This is an optimization exercise on Yosys and OpenROAD, whose aim is small area and a short achievable clock period, not a production implementation. In this exercise RTL edits were held to simulation tests only and were not proved equivalent to the original. The clock port is modelled as an ideal driver; clocking choices that lean on that would not hold on a real chip.

## run A
==> flow/design.v <==
module frame_link_responder (
    input  wire        clk,
    input  wire        rst,           
    input  wire        byte_valid,
    input  wire [7:0]  rx_byte,
    output wire [7:0]  tx_byte,
    output wire        s_sync,
    input  wire        tbl_we,
    input  wire [3:0]  tbl_idx,
    input  wire        tbl_en,
    input  wire [15:0] tbl_id,
    input  wire [31:0] tbl_val,
    output reg         pull_query,
    output reg  [3:0]  pull_idx,
    output reg         frame_valid,
    output wire        frame_pull,
    output wire [15:0] frame_id,
    output wire [31:0] frame_value,
    input  wire        wd_inc,
    input  wire        wd_expire,
    input  wire [15:0] wd_threshold,
    output reg         wd_safety,
    output reg         wd_tripped
);
    reg        sync_r;
    reg [8:0]  ph;            
    reg [7:0]  id0, id1;
    reg [31:0] vb;            
    reg        is_pull;
    reg [7:0]  tx_reg;
    assign tx_byte     = tx_reg;
    assign s_sync      = sync_r;
    assign frame_pull  = is_pull;
    assign frame_id    = {id1, id0};
    assign frame_value = vb;
    wire [7:0]  qn_lo = ph[0] ? rx_byte : id0;
    wire [7:0]  qn_hi = ph[1] ? rx_byte : id1;
    wire        in_eq = (tbl_id == {qn_hi, id0});
    wire        in_lo = (tbl_id[7:0] == qn_lo);
    wire [15:0] mn;               
    wire [31:0] val [0:15];
    wire [15:0] s;
    genvar g;
    generate
        for (g = 0; g < 16; g = g + 1) begin : ent
            reg [15:0] t_id;
            reg [31:0] t_val;
            reg        t_en;
            reg        t_lo;
            reg        t_s;
            wire we = tbl_we && (tbl_idx == g);
            always @(posedge clk)
                if (we) begin
                    t_id  <= tbl_id;
                    t_val <= tbl_val;
                end
            always @(posedge clk)
                if (rst)     t_en <= 1'b0;
                else if (we) t_en <= tbl_en;
            always @(posedge clk)
                t_lo <= we ? in_lo : (t_id[7:0] == qn_lo);
            assign mn[g] = we ? (tbl_en && in_eq)
                              : (t_en && t_lo && (t_id[15:8] == qn_hi));
            if (g == 0) begin : p0
                always @(posedge clk) t_s <= mn[0];
            end else begin : pn
                always @(posedge clk) t_s <= mn[g] && !(|mn[g-1:0]);
            end
            assign s[g]   = t_s;
            assign val[g] = t_val;
        end
    endgenerate
    reg hit;
    always @(posedge clk) hit <= |mn;
    reg [31:0] hv;
    reg [3:0]  hidx;
    integer i;
    always @(*) begin
        hv   = 32'd0;
        hidx = 4'd0;
        for (i = 0; i < 16; i = i + 1) begin
            hv   = hv | (val[i] & {32{s[i]}});
            hidx = hidx | (i[3:0] & {4{s[i]}});
        end
    end
    wire [7:0] seq_byte = {{4{ph[8]}}, ph[8] | ph[0], ph[8] | ph[1] | ph[2] | ph[3] | ph[4],
                           ph[8] | ph[1] | ph[2] | ph[5] | ph[6],
                           ph[8] | ph[1] | ph[3] | ph[5] | ph[7]};
    wire [7:0] vtop = is_pull ? vb[7:0] : rx_byte;
    always @(posedge clk) begin
        if (rst) begin
            sync_r      <= 1'b0;
            ph          <= 9'd1;
            tx_reg      <= 8'd0;
            pull_query  <= 1'b0;
            frame_valid <= 1'b0;
        end else begin
            pull_query  <= 1'b0;
            frame_valid <= 1'b0;
            if (byte_valid) begin
                if (!sync_r) begin
                    if (rx_byte == seq_byte) begin
                        if (ph[8]) begin                     
                            sync_r <= 1'b1;
                            ph     <= 9'd1;
                            tx_reg <= 8'h00;
                        end else begin                       
                            ph     <= {ph[7:0], 1'b0};
                            tx_reg <= seq_byte;
                        end
                    end else begin                           
                        ph     <= 9'd1;
                        tx_reg <= 8'h00;
                    end
                end else begin
                    ph <= {ph[7:0], 1'b0};
                    if (ph[0]) begin
                        id0    <= rx_byte;
                        tx_reg <= rx_byte;
                    end
                    if (ph[1]) begin
                        id1    <= rx_byte;
                        tx_reg <= rx_byte;
                    end
                    if (ph[2]) begin                          
                        is_pull <= hit;
                        if (hit) begin
                            vb         <= {hv[7:0], hv[31:8]};
                            tx_reg     <= hv[7:0];
                            pull_query <= 1'b1;
                            pull_idx   <= hidx;
                        end else begin
                            vb     <= {rx_byte, vb[31:8]};
                            tx_reg <= rx_byte;
                        end
                    end
                    if (ph[3] | ph[4] | ph[5]) begin          
                        vb     <= {vtop, vb[31:8]};
                        tx_reg <= vtop;
                    end
                    if (ph[6] | ph[7]) begin
                        if (rx_byte == 8'hFF) begin           
                            tx_reg <= ph[7] ? id1 : id0;
                        end else begin                        
                            tx_reg <= 8'h00;
                            ph     <= 9'd1;
                            sync_r <= 1'b0;
                        end
                    end
                    if (ph[8]) begin                          
                        tx_reg      <= 8'h00;
                        ph          <= 9'd1;
                        frame_valid <= 1'b1;
                    end
                end
            end
        end
    end
    reg [15:0] wd_counter;
    always @(posedge clk) begin
        if (rst) begin
            wd_counter <= 16'd0;
            wd_safety  <= 1'b0;
            wd_tripped <= 1'b0;
        end else begin
            wd_safety <= 1'b0;
            if (wd_expire) begin                              
                if (wd_counter < wd_threshold) begin
                    wd_tripped <= 1'b1;
                    wd_safety  <= 1'b1;
                end else begin
                    wd_tripped <= 1'b0;
                end
                wd_counter <= {15'd0, wd_inc};
            end else if (wd_inc && wd_counter != 16'hFFFF) begin  
                wd_counter <= wd_counter + 16'd1;
            end
        end
    end
endmodule
Settings: LEC_CHECK=0, CAP_MARGIN=20, CORE_MARGIN=2, CORE_UTILIZATION=40, SETUP_SLACK_MARGIN=3.2, SLEW_MARGIN=20, TNS_END_PERCENT=10; clock period 5.5 ns.
standard.sh (not shown) runs the stock make flow with config.mk's settings and CLKGATE_MAP_FILE= SYNTH_SCRIPT=/design/flow/synth_recipe.tcl, a recipe that flattens the netlist after the stock synthesis.
==> flow/flow/run.sh <==
#!/bin/bash
set -euo pipefail
bash standard.sh finish \
  BUFFER_PORTS_ARGS="-buffer_cell sky130_fd_sc_hd__buf_2" \
  CTS_ARGS="-sink_clustering_enable -repair_clock_nets -dont_use_dummy_load -sink_clustering_size 25 -sink_clustering_max_diameter 80" \
  > standard_flow.log 2>&1
### run A -> run B
- swapping 3.2 for 3.0 in SETUP_SLACK_MARGIN
==> flow/flow/run.sh <==
#!/bin/bash
set -euo pipefail
bash standard.sh finish \
  BUFFER_PORTS_ARGS="-buffer_cell sky130_fd_sc_hd__buf_2" \
  CTS_ARGS="-sink_clustering_enable -repair_clock_nets -dont_use_dummy_load -buf_list sky130_fd_sc_hd__clkbuf_8" \
  > standard_flow.log 2>&1
## What came out
- Summary of run B over run A: upper clock frequency limit increased 13 MHz, met2 track demand over resource in global routing increased 0.54 points, worst slew margin relative to its limit decreased 15 points, wire length of the first global-routing pass increased 2.6%.
- ~same setup TNS in run A and run B
- The number of buffers added by the clock tree synthesis step reported for run B is greater than that of run A by 240%.
## Diff of input files: run C against run B
- a change of SETUP_SLACK_MARGIN from 3.0 to 3.3
==> flow/flow/run.sh <==
#!/bin/bash
set -euo pipefail
bash standard.sh finish \
  BUFFER_PORTS_ARGS="-buffer_cell sky130_fd_sc_hd__buf_2" \
  CTS_ARGS="-sink_clustering_enable -repair_clock_nets -dont_use_dummy_load" \
  SKIP_CTS_REPAIR_TIMING=1 \
  POST_CTS_TCL="$PWD/flow/post_cts.tcl" \
  > standard_flow.log 2>&1
==> flow/flow/post_cts.tcl (new file) <==
# Timing repair after clock tree synthesis, in place of the standard one
# (SKIP_CTS_REPAIR_TIMING=1): rebuffer slow nets to a tighter slew target
# first, then repair setup and hold, then legalize.
estimate_parasitics -placement
repair_design -slew_margin 60 -cap_margin 20 -match_cell_footprint -verbose
repair_timing -setup_margin $::env(SETUP_SLACK_MARGIN) -hold_margin 0 \
  -repair_tns $::env(TNS_END_PERCENT) -match_cell_footprint -verbose
detailed_placement
check_placement -verbose
Run C closes out successfully: all stages finished, all timing, DRC and antenna checks passed. Higher initial antenna violation count goes to run B over run C. Run C vs. run B: number of cells traversed by the worst register-to-register path went down by 1. A cell with the largest stage delay on the worst path of sky130_fd_sc_hd__or4_1 is what run C shows, while sky130_fd_sc_hd__edfxtp_1 belongs to run B. Compared with run B, in run C global-route wire length before repair now smaller, total vias in the final route closely matched the old numbers. Against run B as the reference, run C delivers a lower total wire length after detailed routing. Run C ended up with a higher worst hold margin than run B did. Setup slack in run C is smaller than in run B. On run C: design area is 1600 um^2 higher than what run B gave. Cmp run C and run B / number of fill cells / lower: run C. Run C: maximum frequency lower than run B. Row total area of multi-input combinational cells: run C higher / run B lower.

## afterwards: timing with drivers on the ports
How much do the figures lean on ideal ports? The routed layouts below were timed once more, with nothing changed but the port constraints.
Step 1: set_driving_cell puts a clkbuf_16 on clk and a buf_2 on each other input, an assumption about the parent block.
Step 2 times the ports against the registers' clock, not the clock port: input delays grow and output delays shrink by t, the midpoint of the rising clock arrivals with the driver on.
Slacks: no drivers / after step 1 / after step 2; pairs: no drivers / after step 1.
| run | t, ns | slack for setup (ns) | worst register clock-pin slew, ns |
|---|---|---|---|
| run A | 0.658 | 2.674 / 2.636 / 1.977 | 0.10 / 0.10 |
| run B | 0.862 | 2.777 / 2.716 / 1.983 | 0.07 / 0.07 |
| run C | 0.684 | 2.760 / 2.712 / 2.028 | 0.06 / 0.06 |
After both steps setup and hold are still met in every run listed. The setup slack of run B, which loses most, moves by -0.061 ns with the drivers and by -0.794 ns with both steps.
